What follows belongs to an exercise in optimizing a design on an open flow for small area, a short achievable clock period and few clock cycles; a production flow would make more cautious choices. The RTL was checked by simulation tests, not by an equivalence proof against the original design. Power and IR drop assume default switching activity.

## fww_macro_cpu
module fww_macro_cpu (
    input  wire        clk,
    input  wire        rst,           
    input  wire        start,         
    input  wire [11:0] start_pc,
    input  wire        ext_allowed,   
    output wire        busy,
    output wire        done,
    output wire [2:0]  status_code,
    output wire [15:0] status_info,
    output wire [15:0] acc,
    output wire [15:0] pc,
    output wire [15:0] ir,
    output wire        mem_req,
    output wire        mem_we,
    output wire [11:0] mem_addr,
    output wire [15:0] mem_wdata,
    input  wire        mem_ack,
    input  wire [15:0] mem_rdata
);
    localparam I_IDLE    = 0,
               I_DONE    = 1,
               I_FETCH   = 2,     
               I_DECODE  = 3,     
               I_OPREAD  = 4,     
               I_WRITE   = 5,     
               I_READ2   = 6,     
               I_NEXT    = 7,     
  ...
clock: 8.0 ns
lec_check: 0
cap_margin: 20
core_margin: 2
core_utilization: 40
setup_slack_margin: 4
slew_margin: 20
standard.sh (not shown) runs the stock make flow with config.mk's settings and CLKGATE_MAP_FILE= SYNTH_SCRIPT=/design/flow/synth_recipe.tcl, a recipe that flattens the netlist after the stock synthesis.
==> flow/flow/run.sh <==
#!/bin/bash
set -euo pipefail
cd "$(dirname "$0")/.."
export BUFFER_PORTS_ARGS="-buffer_cell sky130_fd_sc_hd__buf_1"
bash standard.sh > standard_make.log 2>&1
The first run produced a clean layout.
Testbench counts at the start, summed over its fixed seeds: cycles 308,023.
Next try:
==> flow/run.sh (new file) <==
#!/bin/bash
# synth_recipe.tcl (not shown) runs the flow's synth.tcl, then flattens the netlist and writes it again
# the make line also repeats each setting of config.mk as NAME=value (left out here)
make -C /OpenROAD-flow-scripts/flow DESIGN_CONFIG=/design/flow/config.mk WORK_HOME=/design/flow/orfs CLKGATE_MAP_FILE= SYNTH_SCRIPT=/design/flow/synth_recipe.tcl finish
removed: flow/flow/run.sh
removed: flow/standard.sh
Result:
- maximum frequency went down by 3.1%
- design area went up by 15%
- routed wire length went up by 5.2%
- sequential share of layout area went down by 3.0 points

========
fww_macro_cpu, a different RTL version from the one above (not shown whole).
Size in the first run: roughly 920 cells after synthesis, about 130 I/O pins, ~7500 sq um of cells after synthesis.
Settings: LEC_CHECK=0, CAP_MARGIN=20, CORE_MARGIN=2, CORE_UTILIZATION=40, SETUP_SLACK_MARGIN=4.5, SLEW_MARGIN=20; clock period 8.0 ns.
==> flow/flow/run.sh <==
#!/bin/bash
set -euo pipefail
cd "$(dirname "$0")/.."
export BUFFER_PORTS_ARGS="-buffer_cell sky130_fd_sc_hd__buf_1"
bash standard.sh > standard_make.log 2>&1
The first run completed without violations.
Testbench counts at the start, summed over its fixed seeds: cycles 296,501.
Next try:
--- a/flow/config.mk
+++ b/flow/config.mk
@@ -9,4 +9,4 @@
 export CORE_MARGIN = 2
 export CORE_UTILIZATION = 40
-export SETUP_SLACK_MARGIN = 4.5
+export SETUP_SLACK_MARGIN = 4.75
 export SLEW_MARGIN = 20
What happened:
- final area increases by a few percent
- total power falls slightly
- wire length is higher slightly
Next try:
--- a/flow/config.mk
+++ b/flow/config.mk
@@ -9,4 +9,4 @@
 export CORE_MARGIN = 2
 export CORE_UTILIZATION = 40
-export SETUP_SLACK_MARGIN = 4.75
+export SETUP_SLACK_MARGIN = 4.6
 export SLEW_MARGIN = 20
Register-to-register slack is worse by 130 ps; wire length is about the same; final area goes down by 1.4%; cell count goes down by 0.79%; global-route usage goes up by 0.21 points; clock power goes up by 12%; setup slack is better by 18 ps; hold slack is better by 4.4 ps; first-iteration DRC count goes down by 7.5%; sequential power hardly moves.

========
Another version of the RTL of fww_macro_cpu (not shown whole).
Size in the first run: about 1200 cells after synthesis, about 77 flip-flops, roughly 130 I/O pins.
clock: 8.0 ns
lec_check: 0
cap_margin: 20
core_margin: 2
core_utilization: 40
slew_margin: 20
run.sh (not shown) runs the stock make flow with config.mk's settings and CLKGATE_MAP_FILE= SYNTH_SCRIPT=/design/flow/synth_recipe.tcl, a recipe that flattens the netlist after the stock synthesis.
Stock flow here: none of the scripts above is used.
Testbench counts at the start, summed over its fixed seeds: cycles 308,023.
Then changed:
--- a/flow/config.mk
+++ b/flow/config.mk
@@ -6,6 +6,8 @@
 export NUM_CORES = 4
 export LEC_CHECK = 0
+export ABC_CLOCK_PERIOD_IN_PS = 3000
 export CAP_MARGIN = 20
 export CORE_MARGIN = 2
 export CORE_UTILIZATION = 40
+export SETUP_SLACK_MARGIN = 4
 export SLEW_MARGIN = 20
After rerunning: The new run finished with timing, DRC and antenna clean; flip-flop and latch count does not change; clock skew hardly moves; count of clock-buffer cells in the layout goes down by 1; worst setup slack gains 1500 ps.

========
Setup of run A:
fww_macro_cpu, a different RTL version from the one above (not shown whole).
Size in the first run: ~100 flip-flops, ~0.0078 sq mm of cells after synthesis.
Settings: LEC_CHECK=0, ABC_AREA=1, CAP_MARGIN=20, CORE_MARGIN=2, CORE_UTILIZATION=40, SETUP_SLACK_MARGIN=4.5, SLEW_MARGIN=20; clock period 8.0 ns.
standard.sh (not shown) runs the stock make flow with config.mk's settings and CLKGATE_MAP_FILE= SYNTH_SCRIPT=/design/flow/synth_recipe.tcl, a recipe that flattens the netlist after the stock synthesis.
Scripts as last shown in full above: flow/flow/run.sh
Testbench counts of run A, summed over its fixed seeds: cycles 296,501.
Modified inputs, run B compared to run A
--- a/flow/config.mk
+++ b/flow/config.mk
@@ -6,8 +6,7 @@
 export NUM_CORES = 4
 export LEC_CHECK = 0
-export ABC_AREA = 1
 export CAP_MARGIN = 20
 export CORE_MARGIN = 2
 export CORE_UTILIZATION = 40
-export SETUP_SLACK_MARGIN = 4.5
+export SETUP_SLACK_MARGIN = 4.4
 export SLEW_MARGIN = 20
Iteration-0 DRC count of the detailed router is lower on run B. The launch point of the critical path comes out st[6] in one run and mem_rdata[15] in the other, namely in run A and run B respectively. Taking run A as the reference, in run B final critical-path required period saw an increase; final cell count saw a decrease; flip-flop and latch share of the layout cell area saw an increase.
Inputs modified between run B and run C:
--- a/flow/config.mk
+++ b/flow/config.mk
@@ -9,4 +9,4 @@
 export CORE_MARGIN = 2
 export CORE_UTILIZATION = 40
-export SETUP_SLACK_MARGIN = 4.4
+export SETUP_SLACK_MARGIN = 4.5
 export SLEW_MARGIN = 20
### Flow results
In summary, run C completed successfully, with a layout that passed the timing, design-rule and antenna checks.
[run C vs run B] post-layout minimum cycle time: lower in run C
Diff run B..run C | static leakage | negligible
Smallest setup slack after layout in run C vs run B: up 0.063 ns
Modified inputs, run D compared to run C
--- a/flow/config.mk
+++ b/flow/config.mk
@@ -9,4 +9,4 @@
 export CORE_MARGIN = 2
 export CORE_UTILIZATION = 40
-export SETUP_SLACK_MARGIN = 4.5
+export SETUP_SLACK_MARGIN = 4.6
 export SLEW_MARGIN = 20
--- outcome ---
- Having completed the whole flow, run D delivered a layout that passed the timing, design-rule and antenna checks.
- NOTE: met2 track demand over resource in run D exceeds that of run C
- Compared to run C, run D has first-iteration DRC count about 13% lower.
- Sort run D and run C by critical path depth, descending, and run C comes first.
- Going from run C to run D, fraction of cell area in non-clock buffers rose by 2.0 points; data arrival time of the critical path fell by 0.02 ns; buffers inserted during post-CTS setup optimization rose by 2.
- Compared with run C, run D shows a proportion of cell area occupied by multi-input gates that is 0.94 points lower.
- The total power was comparable across run D and run C.
- Side by side, clock-buffer cell count turned out lower in run D than in run C.
- In the flow results for run D and run C, the sequential share of layout area is larger on run C.
- In run D the final standard cell area without fillers turned out about 2.7% higher than in run C.
[inputs] run E vs run D
--- a/flow/config.mk
+++ b/flow/config.mk
@@ -6,7 +6,7 @@
 export NUM_CORES = 4
 export LEC_CHECK = 0
-export CAP_MARGIN = 20
+export CAP_MARGIN = 5
 export CORE_MARGIN = 2
 export CORE_UTILIZATION = 40
-export SETUP_SLACK_MARGIN = 4.6
-export SLEW_MARGIN = 20
+export SETUP_SLACK_MARGIN = 4.5
+export SLEW_MARGIN = 5
--- outcome ---
Run E did not stop at any stage, and its layout met the timing, design-rule and antenna checks.
In the flow results for run E and run D, the number of clock buffers in the layout is larger on run E.
Run E vs. run D: total of cells resized after clock tree synthesis went down by 8.
Comparing run E and run D, the lower non-clock buffer count was measured on run E.
Diff run E..run D | area of the die | unchanged
When run E is set beside run D, its weighted congestion reported at the end of routability-driven placement turns out to be 0.94% smaller.
Run E -> run D: number of design rule violations left after detail routing delta 0, exact match
Against run D as the reference, run E delivers a higher pin slew with the least headroom to its limit.
Total global-route track usage (higher): run D
In run E, the proportion of layout cells with a drive suffix above 1 came out 2.4 points below the value in run D.

-- re-timing with driven ports --
No port has a modelled driver above. Below, the same layouts with a new extraction and two added sets of constraints. Step 1 sets driving cells, clkbuf_16 on the clock port and buf_2 on the other inputs (assumed; they add their load-dependent delay and slew). Step 2 adds t to the input delays and takes it off the output delays; t is the mean of the earliest and latest rising clock arrival at the registers after step 1. Input paths then give back, and output paths get back, about the clock's delay inside the block. Three values: ideal ports, drivers, drivers and shift; two values: the first two.
run	shift t [ns]	slack for setup (ns)	worst slew at a driven data input, ns
the first run of note 1	0.391	4.086 / 4.042 / 3.798	0.04
the second run of note 1	0.395	3.961 / 3.917 / 3.736	0.06
the first run of note 2	0.404	4.551 / 4.509 / 4.248	0.04
the second run of note 2	0.400	4.686 / 4.711 / 4.311	0.04
the third run of note 2	0.395	4.704 / 4.687 / 4.330	0.04
the first run of note 3	0.399	2.307 / 2.307 / 2.307	0.04
the second run of note 3	0.403	3.803 / 3.756 / 3.592	0.05
run A	0.408	4.549 / 4.506 / 4.317	0.04
run B	0.395	4.493 / 4.497 / 4.122	0.05
run C	0.396	4.556 / 4.522 / 4.225	0.04
run D	0.409	4.583 / 4.569 / 4.202	0.06
run E	0.396	4.556 / 4.522 / 4.225	0.04
After both steps setup and hold are still met in every run listed. For run D, which loses most, drivers alone change the setup slack by -0.014 ns; drivers and shift together by -0.381 ns.
